Context: an optimization exercise on an open-source flow, tuned for small area, a short achievable clock period and few clock cycles. The choices shown serve that exercise and are no tape-out recipe.
RTL that was checked went through simulation tests only; none was proved equivalent to the original.
Power is estimated from default activity; no workload was simulated.

Setup of blue:
==> flow/design.v <==
module pyfpga_codec (
    input  wire        clk,
    input  wire        rst,           
    input  wire        cmd_valid,
    input  wire [49:0] cmd_word,      
    output wire        cmd_ready,
    output wire        rsp_valid,
    output wire [2:0]  rsp_status,
    output wire [31:0] rsp_data,
    output wire        tx_valid,
    output wire [7:0]  tx_data,
    output wire        link_poll,
    input  wire [7:0]  link_avail,
    output wire        rx_pop,
    input  wire [7:0]  rx_byte
);
    reg         ready;        
    reg         txv;          
    reg         poll;         
    reg         pop;          
    reg         rspv;         
    reg  [3:0]  cnt;          
    reg         vphase;       
    reg         plst;         
    reg         rxl;          
    reg         cml, cmh;     
    reg         mv;           
    reg  [1:0]  op;
    reg  [12:0] ahi;          
    reg  [2:0]  pa;           
    reg  [31:0] pd;           
    reg  [7:0]  txq;
    reg  [2:0]  st;
    wire        op_ok    = cmd_word[49] | cmd_word[48];
    wire        accept   = cmd_valid & ready & op_ok;
    wire        wvw      = op[1] & op[0] & ~vphase;   
    wire        zd       = ~op[1] | vphase;           
    wire        av_hi0, av_mid0, av_lo0, avail_ok;
    pyfpga_codec_nor3  u_av_hi  (.a(link_avail[7]), .b(link_avail[6]), .c(link_avail[5]), .y(av_hi0));
    pyfpga_codec_nor2  u_av_mid (.a(link_avail[4]), .b(link_avail[3]), .y(av_mid0));
    pyfpga_codec_nand3 u_av_lo  (.a(link_avail[2]), .b(link_avail[1]), .c(link_avail[0]), .y(av_lo0));
    pyfpga_codec_nand3 u_av     (.a(av_hi0), .b(av_mid0), .c(av_lo0), .y(avail_ok));
    wire        last     = (cnt[2:0] == 3'd6);
    wire [2:0]  nidx = txv ? (cnt[2:0] + 3'd1) : 3'd0;
    reg  [6:0]  nbyte;
    always @(*) begin
        case (nidx)
            3'd0:    nbyte = {1'b0, ahi[12:7]};
            3'd1:    nbyte = ahi[6:0];
            3'd2:    nbyte = zd ? {pa, 4'b0000} : {pa, pd[31:28]};
            default: nbyte = zd ? 7'd0 : {pa, pd[31:28]};
        endcase
    end
    wire        pl_in  = pop & zd;
    wire [6:0]  pl_low = pl_in ? rx_byte[6:0] : {pa, pd[31:28]};
    wire [34:0] pl_sh  = {pd[27:0], pl_low};
    wire [34:0] pl_nx  = ready ? cmd_word[34:0] : pl_sh;
    wire [34:0] pl_d;
    wire        pl_ld  = ready | mv;
    assign pl_d[34:32] = pl_ld ? pl_nx[34:32] : pa;
    genvar i;
    generate
        for (i = 0; i < 32; i = i + 1) begin : g_pl
            pyfpga_codec_mux3 u_next (.q(pd[i]), .sh(pl_sh[i]), .ld(cmd_word[i]),
                                      .mv(pl_ld), .sel_ld(ready), .y(pl_d[i]));
        end
    endgenerate
    wire        bad    = rx_byte[7] ^ cnt[0];      
    wire        err_n  = st[1] | bad;
    wire [6:0]  dx     = rx_byte[6:0] ^ {pa, pd[31:28]};
    wire        diff   = (cmh & (|dx[6:4])) | (cml & (|dx[3:0]));
    wire [2:0]  st_nx = poll ? {1'b0, ~avail_ok, ~avail_ok} : {(st[2] | diff) & ~err_n, err_n, 1'b0};
    wire [2:0]  st_d;
    wire        st_ld  = poll | pop;
    generate
        for (i = 0; i < 3; i = i + 1) begin : g_st
            pyfpga_codec_mux2 u_hold (.a(st[i]), .b(st_nx[i]), .s(st_ld), .y(st_d[i]));
        end
    endgenerate
    wire        rb_ok    = rxl & wvw & ~st[1] & ~rx_byte[7];    
    wire        finish   = (plst & ~avail_ok) | (rxl & ~rb_ok);
    always @(posedge clk) begin
        if (rst) begin
            ready <= 1'b1;
            txv   <= 1'b0;
            poll  <= 1'b0;
            pop   <= 1'b0;
            rspv  <= 1'b0;
            plst  <= 1'b0;
            rxl   <= 1'b0;
        end else begin
            ready <= ready ? ~accept : finish;
            txv   <= accept | (txv & ~last) | rb_ok;
            poll  <= (txv & last) | (poll & ~plst & ~avail_ok);
            pop   <= (poll & avail_ok) | (pop & ~last);
            rspv  <= finish;
            plst  <= poll & (cnt == 4'd8);
            rxl   <= pop & (cnt[2:0] == 3'd5);
        end
    end
    always @(posedge clk) begin
        if (ready | ((txv | pop) & last) | (poll & avail_ok))
            cnt <= 4'd0;
        else
            cnt <= cnt + 4'd1;
        mv   <= (txv & (cnt[2:0] <= 3'd4)) | (pop & (cnt[2:0] >= 3'd1) & (cnt[2:0] <= 3'd5));
        cml  <= vphase & pop & (cnt[2:0] >= 3'd1) & (cnt[2:0] <= 3'd5);
        cmh  <= vphase & pop & (cnt[2:0] >= 3'd2) & (cnt[2:0] <= 3'd5);
        if (ready)
            vphase <= 1'b0;
        else if (rb_ok)
            vphase <= 1'b1;
        pa <= pl_d[34:32];
        pd <= pl_d[31:0];
        if (ready) begin
            op  <= cmd_word[49:48];
            ahi <= cmd_word[47:35];
            txq <= {1'b0, cmd_word[49], cmd_word[47:42]};
        end else begin
            txq <= {nidx[0], nbyte};
        end
        st <= st_d;
    end
    assign cmd_ready  = ready;
    assign rsp_valid  = rspv;
    assign rsp_status = st;
    assign rsp_data   = pd;
    assign tx_valid   = txv;
    assign tx_data    = txq;
    assign link_poll  = poll;
    assign rx_pop     = pop;
endmodule
module pyfpga_codec_nor2 (input wire a, input wire b, output wire y);
    assign y = ~(a | b);
endmodule
module pyfpga_codec_nor3 (input wire a, input wire b, input wire c, output wire y);
    assign y = ~(a | b | c);
endmodule
module pyfpga_codec_nand3 (input wire a, input wire b, input wire c, output wire y);
    assign y = ~(a & b & c);
endmodule
module pyfpga_codec_mux3 (
    input  wire q,        
    input  wire sh,       
    input  wire ld,       
    input  wire mv,       
    input  wire sel_ld,   
    output wire y
);
    assign y = mv ? (sel_ld ? ld : sh) : q;
endmodule
module pyfpga_codec_mux2 (input wire a, input wire b, input wire s, output wire y);
    assign y = s ? b : a;
endmodule
==> flow/config.mk <==
export PLATFORM = sky130hd
export DESIGN_NAME = pyfpga_codec
export DESIGN_NICKNAME = pyfpga_codec
export VERILOG_FILES = /design/flow/design.v
export SDC_FILE = /design/flow/constraint.sdc
export NUM_CORES = 4
export LEC_CHECK = 0
export CAP_MARGIN = 20
export CORE_MARGIN = 2
export CORE_UTILIZATION = 40
export PLACE_DENSITY = 0.6
export SETUP_SLACK_MARGIN = 2.72
export SLEW_MARGIN = 20
export SYNTH_HIERARCHICAL = 1
export SYNTH_MINIMUM_KEEP_SIZE = 0
==> flow/constraint.sdc <==
create_clock -name core_clock -period 4.5 [get_ports {clk}]
set_input_delay 0.9000 -clock core_clock [delete_from_list [all_inputs] [get_ports {clk}]]
set_output_delay 0.9000 -clock core_clock [all_outputs]
set_load 0.01 [all_outputs]
standard.sh (not shown) runs the stock make flow with config.mk's settings and CLKGATE_MAP_FILE= SYNTH_SCRIPT=/design/flow/synth_recipe.tcl, a recipe that flattens the netlist after the stock synthesis.
==> flow/flow/run.sh <==
#!/bin/bash
set -euo pipefail
bash standard.sh "BUFFER_PORTS_ARGS=-buffer_cell sky130_fd_sc_hd__buf_1" finish > standard_flow.log 2>&1
Here is what was changed in the inputs of purple compared with blue.
-- flow/design.v --
<<< blue, line 24
    reg         plst;         
    reg         rxl;          
    reg         cml, cmh;     
    reg         mv;           
    reg  [1:0]  op;
>>> purple, line 24
    reg         plst;         
    reg         rxl;          
    reg         mv;           
    reg  [1:0]  op;
<<< blue, line 41
    pyfpga_codec_nand3 u_av_lo  (.a(link_avail[2]), .b(link_avail[1]), .c(link_avail[0]), .y(av_lo0));
    pyfpga_codec_nand3 u_av     (.a(av_hi0), .b(av_mid0), .c(av_lo0), .y(avail_ok));
    wire        last     = (cnt[2:0] == 3'd6);
    wire [2:0]  nidx = txv ? (cnt[2:0] + 3'd1) : 3'd0;
    reg  [6:0]  nbyte;
    always @(*) begin
>>> purple, line 40
    pyfpga_codec_nand3 u_av_lo  (.a(link_avail[2]), .b(link_avail[1]), .c(link_avail[0]), .y(av_lo0));
    pyfpga_codec_nand3 u_av     (.a(av_hi0), .b(av_mid0), .c(av_lo0), .y(avail_ok));
    wire        tx_last  = (cnt[2:0] == 3'd7);
    wire        rx_last  = (cnt[2:0] == 3'd6);
    wire [2:0]  nidx = cnt[2:0] & {3{txv}};
    reg  [6:0]  nbyte;
    always @(*) begin
<<< blue, line 69
    wire        err_n  = st[1] | bad;
    wire [6:0]  dx     = rx_byte[6:0] ^ {pa, pd[31:28]};
    wire        diff   = (cmh & (|dx[6:4])) | (cml & (|dx[3:0]));
    wire [2:0]  st_nx = poll ? {1'b0, ~avail_ok, ~avail_ok} : {(st[2] | diff) & ~err_n, err_n, 1'b0};
    wire [2:0]  st_d;
    wire        st_ld  = poll | pop;
    generate
        for (i = 0; i < 3; i = i + 1) begin : g_st
            pyfpga_codec_mux2 u_hold (.a(st[i]), .b(st_nx[i]), .s(st_ld), .y(st_d[i]));
        end
    endgenerate
    wire        rb_ok    = rxl & wvw & ~st[1] & ~rx_byte[7];    
    wire        finish   = (plst & ~avail_ok) | (rxl & ~rb_ok);
>>> purple, line 69
    wire        err_n  = st[1] | bad;
    wire [6:0]  dx     = rx_byte[6:0] ^ {pa, pd[31:28]};
    wire        cml    = vphase & (cnt[2] | cnt[1]);                
    wire        cmh    = vphase & (cnt[2] | (cnt[1] & cnt[0]));     
    wire        diff   = (cmh & (|dx[6:4])) | (cml & (|dx[3:0]));
    wire [2:0]  st_nx = poll ? {1'b0, ~avail_ok, ~avail_ok} : {(st[2] | diff) & ~err_n, err_n, 1'b0};
    wire        rb_ok    = rxl & wvw & ~st[1] & ~rx_byte[7];    
    wire        finish   = (plst & ~avail_ok) | (rxl & ~rb_ok);
<<< blue, line 91
        end else begin
            ready <= ready ? ~accept : finish;
            txv   <= accept | (txv & ~last) | rb_ok;
            poll  <= (txv & last) | (poll & ~plst & ~avail_ok);
            pop   <= (poll & avail_ok) | (pop & ~last);
            rspv  <= finish;
            plst  <= poll & (cnt == 4'd8);
>>> purple, line 86
        end else begin
            ready <= ready ? ~accept : finish;
            txv   <= accept | (txv & ~tx_last) | rb_ok;
            poll  <= (txv & tx_last) | (poll & ~plst & ~avail_ok);
            pop   <= (poll & avail_ok) | (pop & ~rx_last);
            rspv  <= finish;
            plst  <= poll & (cnt == 4'd8);
<<< blue, line 100
    end
    always @(posedge clk) begin
        if (ready | ((txv | pop) & last) | (poll & avail_ok))
            cnt <= 4'd0;
        else
            cnt <= cnt + 4'd1;
        mv   <= (txv & (cnt[2:0] <= 3'd4)) | (pop & (cnt[2:0] >= 3'd1) & (cnt[2:0] <= 3'd5));
        cml  <= vphase & pop & (cnt[2:0] >= 3'd1) & (cnt[2:0] <= 3'd5);
        cmh  <= vphase & pop & (cnt[2:0] >= 3'd2) & (cnt[2:0] <= 3'd5);
        if (ready)
            vphase <= 1'b0;
>>> purple, line 95
    end
    always @(posedge clk) begin
        if (ready | (pop & rx_last))
            cnt <= 4'd1;
        else if ((txv & tx_last) | (poll & avail_ok))
            cnt <= 4'd0;
        else
            cnt <= cnt + 4'd1;
        mv   <= (txv | pop) & (cnt[2:0] >= 3'd1) & (cnt[2:0] <= 3'd5);
        if (ready)
            vphase <= 1'b0;
<<< blue, line 120
            txq <= {nidx[0], nbyte};
        end
        st <= st_d;
    end
    assign cmd_ready  = ready;
>>> purple, line 115
            txq <= {nidx[0], nbyte};
        end
        st <= st_nx;
    end
    assign cmd_ready  = ready;
<<< blue, line 150
    assign y = mv ? (sel_ld ? ld : sh) : q;
endmodule
module pyfpga_codec_mux2 (input wire a, input wire b, input wire s, output wire y);
    assign y = s ? b : a;
endmodule
>>> purple, line 145
    assign y = mv ? (sel_ld ? ld : sh) : q;
endmodule
[summary]
blue → purple: setup violation total in the final timing report stayed essentially flat; number of buffers added to fix hold violations after cts level; final cell count without fillers lost 33; flip-flop and latch count has decreased; net switching power went down.
purple completed; timing, DRC and antenna clean
Compared with blue, the router placed fewer vias in purple.
blue → purple: post-detailed-route wirelength per cell down 6.3%, die outline area down 7.0%, fraction of the mapped netlist area in simple logic gates down 2.0 points, worst hold slack down 0.017 ns, sequential power down about 1%.
Testbench counts of purple, summed over its fixed seeds: cycles 68,159.
For blue, only the layout was checked, not whether the RTL still works.

separate check: timing with driven ports:
How much do the figures lean on ideal ports? The routed layouts below were timed once more, with nothing changed but the port constraints.
Step 1 sets driving cells, clkbuf_16 on the clock port and buf_2 on the other inputs (assumed; they add their load-dependent delay and slew).
Step 2, shift: input delay + t, output delay - t, t = (earliest + latest rising clock arrival at the registers) / 2. This alone moves slack from input paths to output paths.
Three values: ideal ports, drivers, drivers and shift; two values: the first two.
| run | t (ns) | slack for setup (ns) | worst register clock-pin slew, ns | pins driven straight from the clock port |
|---|---|---|---|---|
| blue | 0.371 | 2.755 / 2.725 / 2.445 | 0.08 / 0.08 | 1 |
| purple | 0.358 | 2.721 / 2.689 / 2.660 | 0.08 / 0.08 | 1 |
After both steps every run listed still meets setup and hold. For blue, which loses most, drivers alone change the setup slack by -0.030 ns; drivers and shift together by -0.310 ns.
